What follows belongs to an exercise in optimizing a design on an open flow for small area; a production flow would make more cautious choices.
Function was checked by simulation only, so behaviour that the tests miss may differ from the original.

==> inputs of run a <==
## rbfc
module rbfc (
    input  logic        clk,
    input  logic        rst,
    input  logic        rx_valid,
    input  logic [7:0]  rx_data,
    input  logic        cmd_valid,
    input  logic [31:0] cmd_data,
    output logic        cmd_ready,
    output logic        rsp_valid,
    output logic [31:0] rsp_data,
    output logic        out_valid,
    output logic [7:0]  out_data,
    output logic        out_last,
    output logic        msg_avail,
    output logic [3:0]  led
);
    localparam logic [7:0] CR = 8'h0D;
    localparam logic [7:0] LF = 8'h0A;
    logic [63:0][7:0] ring;                
    logic [5:0]     head;
    logic [5:0]     tail;                  
    logic [6:0]     occ;
    logic [1:0]     mode;
    logic [15:0]    partial;
    logic [15:0]    exp_len;
    logic [7:0]     pending;
    logic [7:0]     last;
    logic           wait_init;
    logic [3:0]          pfx_valid;
    logic [3:0][4:0]     pfx_len;
    logic [63:0][7:0]    pfx;              
    logic           f_ovf, f_ill, f_psat;
    logic [2:0]     led_q;
    logic           ph_drain;
    logic           pd;                    
    logic [4:0]     pi;                    
    logic [4:0]     lim;                   
    logic [3:0]     pm;                    
    logic [3:0]     pdn;                   
    logic [3:0] op;
    logic       illegal;
    logic       fire;
    assign op   = cmd_data[3:0];
    assign cmd_ready = ~rst & ~ph_drain;
    assign fire = cmd_valid & ~ph_drain & ~illegal;
    always_comb begin
        case (op)
            4'h0: illegal = |cmd_data[31:4];
            4'h1: illegal = |cmd_data[31:5];
  ...
==> flow/config.mk <==
export PLATFORM = sky130hd
export DESIGN_NAME = rbfc
export DESIGN_NICKNAME = rbfc
export VERILOG_FILES = /design/flow/design.v
export SDC_FILE = /design/flow/constraint.sdc
export NUM_CORES = 4
export LEC_CHECK = 0
export CAP_MARGIN = 10
export CORE_MARGIN = 2
export CORE_UTILIZATION = 75
export GPL_TIMING_DRIVEN = 0
export SLEW_MARGIN = 10
export SYNTH_HIERARCHICAL = 1
==> flow/constraint.sdc <==
create_clock -name core_clock -period 12.0 [get_ports {clk}]
set_input_delay 2.4000 -clock core_clock [delete_from_list [all_inputs] [get_ports {clk}]]
set_output_delay 2.4000 -clock core_clock [all_outputs]
set_load 0.01 [all_outputs]
standard.sh (not shown) runs the stock make flow with config.mk's settings and CLKGATE_MAP_FILE= SYNTH_SCRIPT=/design/flow/synth_recipe.tcl, a recipe that flattens the netlist after the stock synthesis.
==> flow/flow/run.sh <==
#!/bin/bash
set -euo pipefail
cd "$(dirname "$0")/.."
bash standard.sh \
  "CTS_ARGS=-sink_clustering_enable -repair_clock_nets -dont_use_dummy_load -buf_list sky130_fd_sc_hd__buf_12 -sink_clustering_size 30 -sink_clustering_max_diameter 60" \
  "BUFFER_PORTS_ARGS=-buffer_cell sky130_fd_sc_hd__buf_1" \
  finish > standard.log 2>&1
==> run b: changes against run a <==
--- a/flow/design.v
+++ b/flow/design.v
@@ -20,43 +20,10 @@
     input  logic a0, a1, b,
     output logic y
 );
     assign y = ~((a0 | a1) & b);
 endmodule
-module rbfc_maj (
-    input  logic a, b, c,
-    output logic y
-);
-    assign y = (a & b) | (a & c) | (b & c);
-endmodule
-module rbfc_wdec (
-    input  logic [5:0]  head,
-    input  logic        f1, f2, f3,
-    output logic [63:0] we
-);
-    logic [15:0] bdec;
-    logic [3:0]  lane_cur, lane_nxt;
-    always_comb begin
-        for (int b = 0; b < 16; b++) bdec[b] = (head[5:2] == 4'(b));
-        for (int j = 0; j < 4; j++) begin
-            logic [1:0] k;
-            logic       en;
-            k  = 2'(j) - head[1:0];
-            en = (k == 2'd0) ? f1 : (k == 2'd1) ? f2 : (k == 2'd2) ? f3 : 1'b0;
-            lane_cur[j] = en & (2'(j) >= head[1:0]);
-            lane_nxt[j] = en & (2'(j) <  head[1:0]);
-        end
-    end
-    for (genvar i = 0; i < 64; i++) begin : g_we
-        if (i % 4 >= 2) begin : g_nw
-            assign we[i] = bdec[i / 4] & lane_cur[i % 4];
-        end else begin : g_w
-            rbfc_o22ai u (.a0(~bdec[i / 4]), .a1(~lane_cur[i % 4]),
-                          .b0(~bdec[(i / 4 + 15) % 16]), .b1(~lane_nxt[i % 4]), .y(we[i]));
-        end
-    end
-endmodule
 module rbfc_aor #(
     parameter int N = 2
 ) (
     input  logic [N-1:0] d,
     input  logic [N-1:0] s,
@@ -77,93 +44,10 @@
             end
         end
         assign y = ~&t;
     end
 endmodule
-module rbfc_step (
-    input  logic        c_mode,
-    input  logic [31:0] cmd_data,
-    input  logic [15:0] partial,
-    input  logic [15:0] n_exp,
-    input  logic [1:0]  n_mode,
-    input  logic [7:0]  last,
-    input  logic        rx_valid,
-    input  logic [7:0]  rx_data,
-    input  logic [6:0]  occ,
-    input  logic [5:0]  head,
-    input  logic        take,
-    output logic        late,
-    output logic        rx_close,
-    output logic        rx_b,
-    output logic [15:0] pnew,
-    output logic        f1, f2, f3,
-    output logic [1:0]  nsucc,
-    output logic [2:0]  odelta,
-    output logic        ovf_set,
-    output logic [3:0][7:0] bus
-);
-    localparam logic [7:0] CR = 8'h0D;
-    localparam logic [7:0] LF = 8'h0A;
-    logic [16:0] cge;
-    assign cge[0] = 1'b1;
-    for (genvar i = 0; i < 16; i++) begin : g_cmp
-        rbfc_maj u (.a(partial[i]), .b(~n_exp[i]), .c(cge[i]), .y(cge[i+1]));
-    end
-    assign late = c_mode & (cmd_data[5:4] == 2'd2) & cge[16];
-    logic lastCR, bCR, bLF;
-    assign lastCR = (last == CR);
-    assign bCR    = (rx_data == CR);
-    assign bLF    = (rx_data == LF);
-    logic rx_cr;
-    logic len_ge;
-    logic [16:0] psum;
-    logic [15:0] pnew_nl;
-    assign psum    = {1'b0, partial} + 17'(rx_b) + 17'(rx_cr);
-    assign pnew_nl = psum[16] ? 16'hFFFF : psum[15:0];
-    assign pnew    = late ? 16'(rx_b) : pnew_nl;
-    assign len_ge  = late ? (n_exp[15:1] == 15'd0) : (cge[16] | (psum[15:0] == n_exp));
-    always_comb begin
-        rx_cr = 1'b0; rx_b = 1'b0; rx_close = 1'b0;
-        if (rx_valid) begin
-            if (n_mode[1]) begin
-                rx_b = 1'b1;
-                rx_close = len_ge;
-            end else if (n_mode[0]) begin
-                rx_b = ~bLF;
-                rx_close = bLF;
-            end else begin
-                rx_cr    = lastCR & ~bCR & ~bLF;
-                rx_b     = bCR ? lastCR : ~(bLF & lastCR);
-                rx_close = bLF & lastCR;
-            end
-        end
-    end
-    logic [1:0] nput;
-    assign nput = 2'(late) + 2'(rx_cr) + 2'(rx_b) + 2'(rx_close);
-    logic [6:0] occ_h;
-    assign occ_h = occ - 7'(take);
-    assign f1 = (occ_h <= 7'd63);
-    assign f2 = (occ_h <= 7'd62);
-    assign f3 = (occ_h <= 7'd61);
-    logic e1, e2, e3;
-    assign e1 = (nput >= 2'd1) & f1;
-    assign e2 = (nput >= 2'd2) & f2;
-    assign e3 = (nput == 2'd3) & f3;
-    assign nsucc  = {e2, e1 ^ e2 ^ e3};
-    assign odelta = {1'b0, nsucc} - 3'(take);
-    assign ovf_set = ((nput >= 2'd1) & ~f1) | ((nput >= 2'd2) & ~f2) | ((nput == 2'd3) & ~f3);
-    logic [1:0] pos_cr, pos_b;
-    assign pos_cr = head[1:0] + 2'(late);
-    assign pos_b  = head[1:0] + 2'(late) + 2'(rx_cr);
-    always_comb begin
-        for (int j = 0; j < 4; j++) begin
-            if (rx_b && pos_b == 2'(j))        bus[j] = rx_data;
-            else if (rx_cr && pos_cr == 2'(j)) bus[j] = CR;
-            else                               bus[j] = 8'd0;
-        end
-    end
-endmodule
 module rbfc (
     input  logic        clk,
     input  logic        rst,
     input  logic        rx_valid,
     input  logic [7:0]  rx_data,
@@ -179,12 +63,11 @@
     output logic [3:0]  led
 );
     localparam logic [7:0] CR = 8'h0D;
     localparam logic [7:0] LF = 8'h0A;
     logic [63:0][7:0] ring;                
-    logic [5:0]     head;
-    logic [5:0]     tail;                  
+    logic [5:0]     head, tail;
     logic [6:0]     occ;
     logic [1:0]     mode;
     logic [15:0]    partial;
     logic [15:0]    exp_len;
     logic [7:0]     pending;
@@ -232,11 +115,10 @@
     assign c_clr   = fire & (op == 4'h8);
     logic [1:0]  n_mode;
     logic [15:0] n_exp;
     assign n_mode = c_mode ? cmd_data[5:4] : mode;
     assign n_exp  = c_len ? cmd_data[31:16] : exp_len;
-    assign tail = head - occ[5:0];
     logic       take;
     logic [7:0] v;
     logic       vnz;
     logic [63:0] tsel;
     assign take = ph_drain & (occ != 7'd0);
@@ -284,22 +166,91 @@
         else if (hit[3])                kind = 3'd4;
         else                            kind = 3'd5;
     end
     logic drain_end;
     assign drain_end = ph_drain & ~vnz;
-    logic late, rx_close, rx_b, ovf_set, f1, f2, f3;
-    logic [15:0] pnew;
+    logic late;
+    assign late = c_mode & (cmd_data[5:4] == 2'd2) & (partial >= n_exp);
+    logic lastCR, bCR, bLF;
+    assign lastCR = (last == CR);
+    assign bCR    = (rx_data == CR);
+    assign bLF    = (rx_data == LF);
+    logic rx_cr, rx_b, rx_close;
+    logic len_ge;
+    logic [16:0] psum;
+    logic [15:0] pnew_nl, pnew;
+    assign psum    = {1'b0, partial} + 17'(rx_b) + 17'(rx_cr);
+    assign pnew_nl = psum[16] ? 16'hFFFF : psum[15:0];
+    assign pnew    = late ? 16'(rx_b) : pnew_nl;
+    assign len_ge  = late ? (n_exp[15:1] == 15'd0) : (pnew_nl >= n_exp);
+    always_comb begin
+        rx_cr = 1'b0; rx_b = 1'b0; rx_close = 1'b0;
+        if (rx_valid) begin
+            if (n_mode[1]) begin
+                rx_b = 1'b1;
+                rx_close = len_ge;
+            end else if (n_mode[0]) begin
+                rx_b = ~bLF;
+                rx_close = bLF;
+            end else begin
+                rx_cr    = lastCR & ~bCR & ~bLF;
+                rx_b     = bCR ? lastCR : ~(bLF & lastCR);
+                rx_close = bLF & lastCR;
+            end
+        end
+    end
+    logic [1:0] nput;
+    assign nput = 2'(late) + 2'(rx_cr) + 2'(rx_b) + 2'(rx_close);
+    logic [6:0] occ_h;
+    assign occ_h = occ - 7'(take);
+    logic f1, f2, f3;
+    assign f1 = (occ_h <= 7'd63);
+    assign f2 = (occ_h <= 7'd62);
+    assign f3 = (occ_h <= 7'd61);
+    logic e1, e2, e3;
+    assign e1 = (nput >= 2'd1) & f1;
+    assign e2 = (nput >= 2'd2) & f2;
+    assign e3 = (nput == 2'd3) & f3;
     logic [1:0] nsucc;
     logic [2:0] odelta;
+    assign nsucc  = {e2, e1 ^ e2 ^ e3};
+    assign odelta = {1'b0, nsucc} - 3'(take);
+    logic ovf_set;
+    assign ovf_set = ((nput >= 2'd1) & ~f1) | ((nput >= 2'd2) & ~f2) | ((nput == 2'd3) & ~f3);
+    logic [1:0] pos_cr, pos_b;
+    assign pos_cr = head[1:0] + 2'(late);
+    assign pos_b  = head[1:0] + 2'(late) + 2'(rx_cr);
     logic [3:0][7:0] bus;
-    rbfc_step u_step (.c_mode(c_mode), .cmd_data(cmd_data), .partial(partial), .n_exp(n_exp),
-                      .n_mode(n_mode), .last(last), .rx_valid(rx_valid), .rx_data(rx_data),
-                      .occ(occ), .head(head), .take(take), .late(late), .rx_close(rx_close),
-                      .rx_b(rx_b), .pnew(pnew), .f1(f1), .f2(f2), .f3(f3), .nsucc(nsucc),
-                      .odelta(odelta), .ovf_set(ovf_set), .bus(bus));
+    always_comb begin
+        for (int j = 0; j < 4; j++) begin
+            if (rx_b && pos_b == 2'(j))        bus[j] = rx_data;
+            else if (rx_cr && pos_cr == 2'(j)) bus[j] = CR;
+            else                               bus[j] = 8'd0;
+        end
+    end
+    logic [15:0] bdec;
+    logic [3:0]  lane_cur, lane_nxt;
     logic [63:0] we;
-    rbfc_wdec u_wdec (.head(head), .f1(f1), .f2(f2), .f3(f3), .we(we));
+    always_comb begin
+        for (int b = 0; b < 16; b++) bdec[b] = (head[5:2] == 4'(b));
+        for (int j = 0; j < 4; j++) begin
+            logic [1:0] k;
+            logic       en;
+            k  = 2'(j) - head[1:0];
+            en = (k == 2'd0) ? f1 : (k == 2'd1) ? f2 : (k == 2'd2) ? f3 : 1'b0;
+            lane_cur[j] = en & (2'(j) >= head[1:0]);
+            lane_nxt[j] = en & (2'(j) <  head[1:0]);
+        end
+    end
+    for (genvar i = 0; i < 64; i++) begin : g_we
+        if (i % 4 == 3) begin : g_l3    
+            assign we[i] = bdec[i / 4] & lane_cur[3];
+        end else begin : g_l
+            rbfc_o22ai u (.a0(~bdec[i / 4]), .a1(~lane_cur[i % 4]),
+                          .b0(~bdec[(i / 4 + 15) % 16]), .b1(~lane_nxt[i % 4]), .y(we[i]));
+        end
+    end
     always_ff @(posedge clk) begin
         for (int i = 0; i < 64; i++)
             if (we[i]) ring[i] <= bus[i % 4];
     end
     logic [5:0] paddr;
@@ -394,10 +345,11 @@
             end
     end
     always_ff @(posedge clk) begin
         if (rst) begin
             head      <= '0;
+            tail      <= '0;
             occ       <= '0;
             partial   <= '0;
             pending   <= '0;
             wait_init <= 1'b0;
             f_ovf     <= 1'b0;
@@ -407,10 +359,11 @@
             ph_drain  <= 1'b0;
             rsp_valid <= 1'b0;
             out_valid <= 1'b0;
         end else begin
             head <= head + 6'(nsucc);
+            tail <= tail + 6'(take);
             occ  <= occ + {{5{odelta[2]}}, odelta[1:0]};
             partial <= rx_close ? 16'd0 : pnew;
             pending <= pend3;
             if (c_pset & (cmd_data[5:4] == 2'd2)) wait_init <= 1'b1;
             else if (drain_end & wait_init & hit[2]) wait_init <= 1'b0;
--- a/flow/config.mk
+++ b/flow/config.mk
@@ -5,9 +5,9 @@
 export SDC_FILE = /design/flow/constraint.sdc
 export NUM_CORES = 4
 export LEC_CHECK = 0
 export CAP_MARGIN = 10
 export CORE_MARGIN = 2
-export CORE_UTILIZATION = 75
+export CORE_UTILIZATION = 70
 export GPL_TIMING_DRIVEN = 0
 export SLEW_MARGIN = 10
 export SYNTH_HIERARCHICAL = 1
==> run c: changes against run a <==
--- a/flow/design.v
+++ b/flow/design.v
@@ -20,43 +20,10 @@
     input  logic a0, a1, b,
     output logic y
 );
     assign y = ~((a0 | a1) & b);
 endmodule
-module rbfc_maj (
-    input  logic a, b, c,
-    output logic y
-);
-    assign y = (a & b) | (a & c) | (b & c);
-endmodule
-module rbfc_wdec (
-    input  logic [5:0]  head,
-    input  logic        f1, f2, f3,
-    output logic [63:0] we
-);
-    logic [15:0] bdec;
-    logic [3:0]  lane_cur, lane_nxt;
-    always_comb begin
-        for (int b = 0; b < 16; b++) bdec[b] = (head[5:2] == 4'(b));
-        for (int j = 0; j < 4; j++) begin
-            logic [1:0] k;
-            logic       en;
-            k  = 2'(j) - head[1:0];
-            en = (k == 2'd0) ? f1 : (k == 2'd1) ? f2 : (k == 2'd2) ? f3 : 1'b0;
-            lane_cur[j] = en & (2'(j) >= head[1:0]);
-            lane_nxt[j] = en & (2'(j) <  head[1:0]);
-        end
-    end
-    for (genvar i = 0; i < 64; i++) begin : g_we
-        if (i % 4 >= 2) begin : g_nw
-            assign we[i] = bdec[i / 4] & lane_cur[i % 4];
-        end else begin : g_w
-            rbfc_o22ai u (.a0(~bdec[i / 4]), .a1(~lane_cur[i % 4]),
-                          .b0(~bdec[(i / 4 + 15) % 16]), .b1(~lane_nxt[i % 4]), .y(we[i]));
-        end
-    end
-endmodule
 module rbfc_aor #(
     parameter int N = 2
 ) (
     input  logic [N-1:0] d,
     input  logic [N-1:0] s,
@@ -77,93 +44,10 @@
             end
         end
         assign y = ~&t;
     end
 endmodule
-module rbfc_step (
-    input  logic        c_mode,
-    input  logic [31:0] cmd_data,
-    input  logic [15:0] partial,
-    input  logic [15:0] n_exp,
-    input  logic [1:0]  n_mode,
-    input  logic [7:0]  last,
-    input  logic        rx_valid,
-    input  logic [7:0]  rx_data,
-    input  logic [6:0]  occ,
-    input  logic [5:0]  head,
-    input  logic        take,
-    output logic        late,
-    output logic        rx_close,
-    output logic        rx_b,
-    output logic [15:0] pnew,
-    output logic        f1, f2, f3,
-    output logic [1:0]  nsucc,
-    output logic [2:0]  odelta,
-    output logic        ovf_set,
-    output logic [3:0][7:0] bus
-);
-    localparam logic [7:0] CR = 8'h0D;
-    localparam logic [7:0] LF = 8'h0A;
-    logic [16:0] cge;
-    assign cge[0] = 1'b1;
-    for (genvar i = 0; i < 16; i++) begin : g_cmp
-        rbfc_maj u (.a(partial[i]), .b(~n_exp[i]), .c(cge[i]), .y(cge[i+1]));
-    end
-    assign late = c_mode & (cmd_data[5:4] == 2'd2) & cge[16];
-    logic lastCR, bCR, bLF;
-    assign lastCR = (last == CR);
-    assign bCR    = (rx_data == CR);
-    assign bLF    = (rx_data == LF);
-    logic rx_cr;
-    logic len_ge;
-    logic [16:0] psum;
-    logic [15:0] pnew_nl;
-    assign psum    = {1'b0, partial} + 17'(rx_b) + 17'(rx_cr);
-    assign pnew_nl = psum[16] ? 16'hFFFF : psum[15:0];
-    assign pnew    = late ? 16'(rx_b) : pnew_nl;
-    assign len_ge  = late ? (n_exp[15:1] == 15'd0) : (cge[16] | (psum[15:0] == n_exp));
-    always_comb begin
-        rx_cr = 1'b0; rx_b = 1'b0; rx_close = 1'b0;
-        if (rx_valid) begin
-            if (n_mode[1]) begin
-                rx_b = 1'b1;
-                rx_close = len_ge;
-            end else if (n_mode[0]) begin
-                rx_b = ~bLF;
-                rx_close = bLF;
-            end else begin
-                rx_cr    = lastCR & ~bCR & ~bLF;
-                rx_b     = bCR ? lastCR : ~(bLF & lastCR);
-                rx_close = bLF & lastCR;
-            end
-        end
-    end
-    logic [1:0] nput;
-    assign nput = 2'(late) + 2'(rx_cr) + 2'(rx_b) + 2'(rx_close);
-    logic [6:0] occ_h;
-    assign occ_h = occ - 7'(take);
-    assign f1 = (occ_h <= 7'd63);
-    assign f2 = (occ_h <= 7'd62);
-    assign f3 = (occ_h <= 7'd61);
-    logic e1, e2, e3;
-    assign e1 = (nput >= 2'd1) & f1;
-    assign e2 = (nput >= 2'd2) & f2;
-    assign e3 = (nput == 2'd3) & f3;
-    assign nsucc  = {e2, e1 ^ e2 ^ e3};
-    assign odelta = {1'b0, nsucc} - 3'(take);
-    assign ovf_set = ((nput >= 2'd1) & ~f1) | ((nput >= 2'd2) & ~f2) | ((nput == 2'd3) & ~f3);
-    logic [1:0] pos_cr, pos_b;
-    assign pos_cr = head[1:0] + 2'(late);
-    assign pos_b  = head[1:0] + 2'(late) + 2'(rx_cr);
-    always_comb begin
-        for (int j = 0; j < 4; j++) begin
-            if (rx_b && pos_b == 2'(j))        bus[j] = rx_data;
-            else if (rx_cr && pos_cr == 2'(j)) bus[j] = CR;
-            else                               bus[j] = 8'd0;
-        end
-    end
-endmodule
 module rbfc (
     input  logic        clk,
     input  logic        rst,
     input  logic        rx_valid,
     input  logic [7:0]  rx_data,
@@ -179,12 +63,11 @@
     output logic [3:0]  led
 );
     localparam logic [7:0] CR = 8'h0D;
     localparam logic [7:0] LF = 8'h0A;
     logic [63:0][7:0] ring;                
-    logic [5:0]     head;
-    logic [5:0]     tail;                  
+    logic [5:0]     head, tail;
     logic [6:0]     occ;
     logic [1:0]     mode;
     logic [15:0]    partial;
     logic [15:0]    exp_len;
     logic [7:0]     pending;
@@ -232,11 +115,10 @@
     assign c_clr   = fire & (op == 4'h8);
     logic [1:0]  n_mode;
     logic [15:0] n_exp;
     assign n_mode = c_mode ? cmd_data[5:4] : mode;
     assign n_exp  = c_len ? cmd_data[31:16] : exp_len;
-    assign tail = head - occ[5:0];
     logic       take;
     logic [7:0] v;
     logic       vnz;
     logic [63:0] tsel;
     assign take = ph_drain & (occ != 7'd0);
@@ -263,15 +145,15 @@
             rbfc_aor #(16) u_pr (.d(col), .s(psel), .y(pb[s][k]));
         end
     end
     logic [3:0] pm_n, pdn_n, hit;
     logic       pin_lim;
-    assign pin_lim = (pi != lim);
+    assign pin_lim = (pi < lim);
     always_comb begin
         for (int s = 0; s < 4; s++) begin
             logic ended;
-            ended = pdn[s] | (pi == pfx_len[s]) | (pb[s] == 8'd0);
+            ended = pdn[s] | pi[4] | (pi >= pfx_len[s]) | (pb[s] == 8'd0);
             pdn_n[s] = ended;
             pm_n[s] = pm[s] & (ended | ((v == pb[s]) & pin_lim));
             hit[s]  = pfx_valid[s] & pm_n[s];
         end
     end
@@ -284,22 +166,86 @@
         else if (hit[3])                kind = 3'd4;
         else                            kind = 3'd5;
     end
     logic drain_end;
     assign drain_end = ph_drain & ~vnz;
-    logic late, rx_close, rx_b, ovf_set, f1, f2, f3;
+    logic late;
+    assign late = c_mode & (cmd_data[5:4] == 2'd2) & (partial >= n_exp);
+    logic lastCR, bCR, bLF;
+    assign lastCR = (last == CR);
+    assign bCR    = (rx_data == CR);
+    assign bLF    = (rx_data == LF);
+    logic rx_cr, rx_b, rx_close;
+    logic len_ge;
+    logic [16:0] psum;
     logic [15:0] pnew;
+    assign psum = {1'b0, late ? 16'd0 : partial} + 17'(rx_b) + 17'(rx_cr);
+    assign pnew = psum[16] ? 16'hFFFF : psum[15:0];
+    assign len_ge = (pnew >= n_exp);
+    always_comb begin
+        rx_cr = 1'b0; rx_b = 1'b0; rx_close = 1'b0;
+        if (rx_valid) begin
+            if (n_mode[1]) begin
+                rx_b = 1'b1;
+                rx_close = len_ge;
+            end else if (n_mode[0]) begin
+                rx_b = ~bLF;
+                rx_close = bLF;
+            end else begin
+                rx_cr    = lastCR & ~bCR & ~bLF;
+                rx_b     = bCR ? lastCR : ~(bLF & lastCR);
+                rx_close = bLF & lastCR;
+            end
+        end
+    end
+    logic [1:0] nput;
+    assign nput = 2'(late) + 2'(rx_cr) + 2'(rx_b) + 2'(rx_close);
+    logic [6:0] occ_h;
+    assign occ_h = occ - 7'(take);
+    logic f1, f2, f3;
+    assign f1 = (occ_h <= 7'd63);
+    assign f2 = (occ_h <= 7'd62);
+    assign f3 = (occ_h <= 7'd61);
+    logic e1, e2, e3;
+    assign e1 = (nput >= 2'd1) & f1;
+    assign e2 = (nput >= 2'd2) & f2;
+    assign e3 = (nput == 2'd3) & f3;
     logic [1:0] nsucc;
     logic [2:0] odelta;
+    assign nsucc  = {e2, e1 ^ e2 ^ e3};
+    assign odelta = {1'b0, nsucc} - 3'(take);
+    logic ovf_set;
+    assign ovf_set = ((nput >= 2'd1) & ~f1) | ((nput >= 2'd2) & ~f2) | ((nput == 2'd3) & ~f3);
+    logic [1:0] pos_cr, pos_b;
+    assign pos_cr = head[1:0] + 2'(late);
+    assign pos_b  = head[1:0] + 2'(late) + 2'(rx_cr);
     logic [3:0][7:0] bus;
-    rbfc_step u_step (.c_mode(c_mode), .cmd_data(cmd_data), .partial(partial), .n_exp(n_exp),
-                      .n_mode(n_mode), .last(last), .rx_valid(rx_valid), .rx_data(rx_data),
-                      .occ(occ), .head(head), .take(take), .late(late), .rx_close(rx_close),
-                      .rx_b(rx_b), .pnew(pnew), .f1(f1), .f2(f2), .f3(f3), .nsucc(nsucc),
-                      .odelta(odelta), .ovf_set(ovf_set), .bus(bus));
+    always_comb begin
+        for (int j = 0; j < 4; j++) begin
+            if (rx_b && pos_b == 2'(j))        bus[j] = rx_data;
+            else if (rx_cr && pos_cr == 2'(j)) bus[j] = CR;
+            else                               bus[j] = 8'd0;
+        end
+    end
+    logic [15:0] bdec;
+    logic [3:0]  lane_cur, lane_nxt;
     logic [63:0] we;
-    rbfc_wdec u_wdec (.head(head), .f1(f1), .f2(f2), .f3(f3), .we(we));
+    always_comb begin
+        for (int b = 0; b < 16; b++) bdec[b] = (head[5:2] == 4'(b));
+        for (int j = 0; j < 4; j++) begin
+            logic [1:0] k;
+            logic       en;
+            k  = 2'(j) - head[1:0];
+            en = (k == 2'd0) ? e1 : (k == 2'd1) ? e2 : (k == 2'd2) ? e3 : 1'b0;
+            lane_cur[j] = en & (2'(j) >= head[1:0]);
+            lane_nxt[j] = en & (2'(j) <  head[1:0]);
+        end
+    end
+    for (genvar i = 0; i < 64; i++) begin : g_we
+        rbfc_o22ai u (.a0(~bdec[i / 4]), .a1(~lane_cur[i % 4]),
+                      .b0(~bdec[(i / 4 + 15) % 16]), .b1(~lane_nxt[i % 4]), .y(we[i]));
+    end
     always_ff @(posedge clk) begin
         for (int i = 0; i < 64; i++)
             if (we[i]) ring[i] <= bus[i % 4];
     end
     logic [5:0] paddr;
@@ -382,40 +328,44 @@
             pdn <= pdn_n;
             if (vnz & ~pi[4]) pi <= pi + 5'd1;
         end
     end
     always_ff @(posedge clk) begin
-        if (rst | c_mode)   mode    <= rst ? 2'd0  : cmd_data[5:4];
-        if (rst | c_len)    exp_len <= rst ? 16'd0 : cmd_data[31:16];
-        if (rst | rx_valid) last    <= rst ? 8'd0  : rx_data;
-        for (int s = 0; s < 4; s++)
-            if (rst | (c_pset & (cmd_data[5:4] == 2'(s)))) begin
-                pfx_valid[s] <= rst ? 1'b0 : cmd_data[6];
-                pfx_len[s]   <= rst ? 5'd0 : cmd_data[12:8];
-            end
-    end
-    always_ff @(posedge clk) begin
         if (rst) begin
             head      <= '0;
+            tail      <= '0;
             occ       <= '0;
+            mode      <= 2'd0;
             partial   <= '0;
+            exp_len   <= '0;
             pending   <= '0;
+            last      <= '0;
             wait_init <= 1'b0;
+            pfx_valid <= '0;
+            pfx_len   <= '0;
             f_ovf     <= 1'b0;
             f_ill     <= 1'b0;
             f_psat    <= 1'b0;
             led_q     <= '0;
             ph_drain  <= 1'b0;
             rsp_valid <= 1'b0;
             out_valid <= 1'b0;
         end else begin
             head <= head + 6'(nsucc);
+            tail <= tail + 6'(take);
             occ  <= occ + {{5{odelta[2]}}, odelta[1:0]};
+            mode <= n_mode;
+            exp_len <= n_exp;
             partial <= rx_close ? 16'd0 : pnew;
             pending <= pend3;
+            if (rx_valid) last <= rx_data;
             if (c_pset & (cmd_data[5:4] == 2'd2)) wait_init <= 1'b1;
             else if (drain_end & wait_init & hit[2]) wait_init <= 1'b0;
+            if (c_pset) begin
+                pfx_valid[cmd_data[5:4]] <= cmd_data[6];
+                pfx_len[cmd_data[5:4]]   <= cmd_data[12:8];
+            end
             f_ill  <= (cmd_valid & ~ph_drain & illegal) | (f_ill & ~(c_clr & cmd_data[5]));
             f_ovf  <= ovf_set  | (f_ovf  & ~(c_clr & cmd_data[4]));
             f_psat <= psat_set | (f_psat & ~(c_clr & cmd_data[6]));
             led_q[0] <= led_q[0] ^ rx_valid;
             led_q[1] <= led_q[1] ^ rx_close;
==> flow/flow/run.sh (replaced) <==
#!/bin/bash
set -euo pipefail
cd "$(dirname "$0")/.."
bash standard.sh \
  "CTS_ARGS=-sink_clustering_enable -repair_clock_nets -dont_use_dummy_load -buf_list sky130_fd_sc_hd__clkbuf_16 -sink_clustering_size 30 -sink_clustering_max_diameter 60" \
  "BUFFER_PORTS_ARGS=-buffer_cell sky130_fd_sc_hd__buf_1" \
  finish > standard.log 2>&1
==> flow/config.mk (replaced) <==
export PLATFORM = sky130hd
export DESIGN_NAME = rbfc
export DESIGN_NICKNAME = rbfc
export VERILOG_FILES = /design/flow/design.v
export SDC_FILE = /design/flow/constraint.sdc
export NUM_CORES = 4
export LEC_CHECK = 0
export CAP_MARGIN = 20
export CORE_MARGIN = 2
export CORE_UTILIZATION = 70
export GPL_TIMING_DRIVEN = 0
export SLEW_MARGIN = 20
export SYNTH_HIERARCHICAL = 1
==> results_dict.tcl <==
set metrics [dict create \
    status "complete, but fails checks" \
    so_faults "setup timing" \
    nFillCells 2986 \
    setup_viol 134 \
    gr-usage-met2 0.597 \
    use_met3 0.120 \
    inverters 69 \
    layout_setup_ws_ps -1210 \
    dp_cells 3707 \
    clock-root-buffer "buf_12" \
]
-- figures above: run a

==> results_dict.tcl <==
set metrics [dict create \
    ys.flop_type "edfxtp_1" \
    num-nets-final 3096 \
    inverters 34 \
    setup_viol 0 \
    use_met3 0.0961 \
    status "finished clean" \
    layout_setup_ws_ps 481 \
    dp_cells 3777 \
    final_util 0.758 \
    nFillCells 3839 \
    finalPower_mw 7.37 \
]
-- figures above: run b

==> results_dict.tcl <==
set metrics [dict create \
    dp_cells 3882 \
    setup_viol 2 \
    nFillCells 3565 \
    dr_wl_met3_um 16600 \
    ir_drop_v 0.000188 \
    clock-root-buffer "clkbuf_16" \
    layout_setup_ws_ps -136 \
    busiest_layer "met2" \
    regArea_mm2 0.0341 \
    status "complete, but fails checks" \
    use_met3 0.0673 \
    gr-usage-met2 0.615 \
    so_faults "setup timing" \
    slowest_delay_ps 620 \
    die_w_um 261 \
]
-- figures above: run c

## re-timing with driven ports
Ports are ideal in the flow. The routed layouts listed here were re-timed in OpenROAD.
Step 1 (the two cells are an assumption about what drives the block):
set clk [get_ports {clk}]
set_driving_cell -lib_cell sky130_fd_sc_hd__clkbuf_16 $clk
set_driving_cell -lib_cell sky130_fd_sc_hd__buf_2 [delete_from_list [all_inputs] $clk]
Step 2 adds t to the input delays and takes it off the output delays; t is the mean of the earliest and latest rising clock arrival at the registers after step 1. Input paths then give back, and output paths get back, about the clock's delay inside the block.
a / b / c = ideal ports / drivers / drivers and shift; a / b = the first two.
run | t (ns) | setup slack, ns | worst setup path at the end | latest minus earliest clock arrival (ns)
run a | 0.644 | -1.212 / -1.183 / -1.827 | input to register | 0.070 / 0.070
run b | 0.654 | 0.481 / 0.521 / -0.134 | input to register | 0.070 / 0.071
run c | 0.697 | -0.136 / -0.109 / -0.806 | input to register | 0.073 / 0.074
Met with ideal ports but missed after step 2: setup timing in run b. The setup slack of run c, which loses most, moves by +0.027 ns with the drivers and by -0.670 ns with both steps.
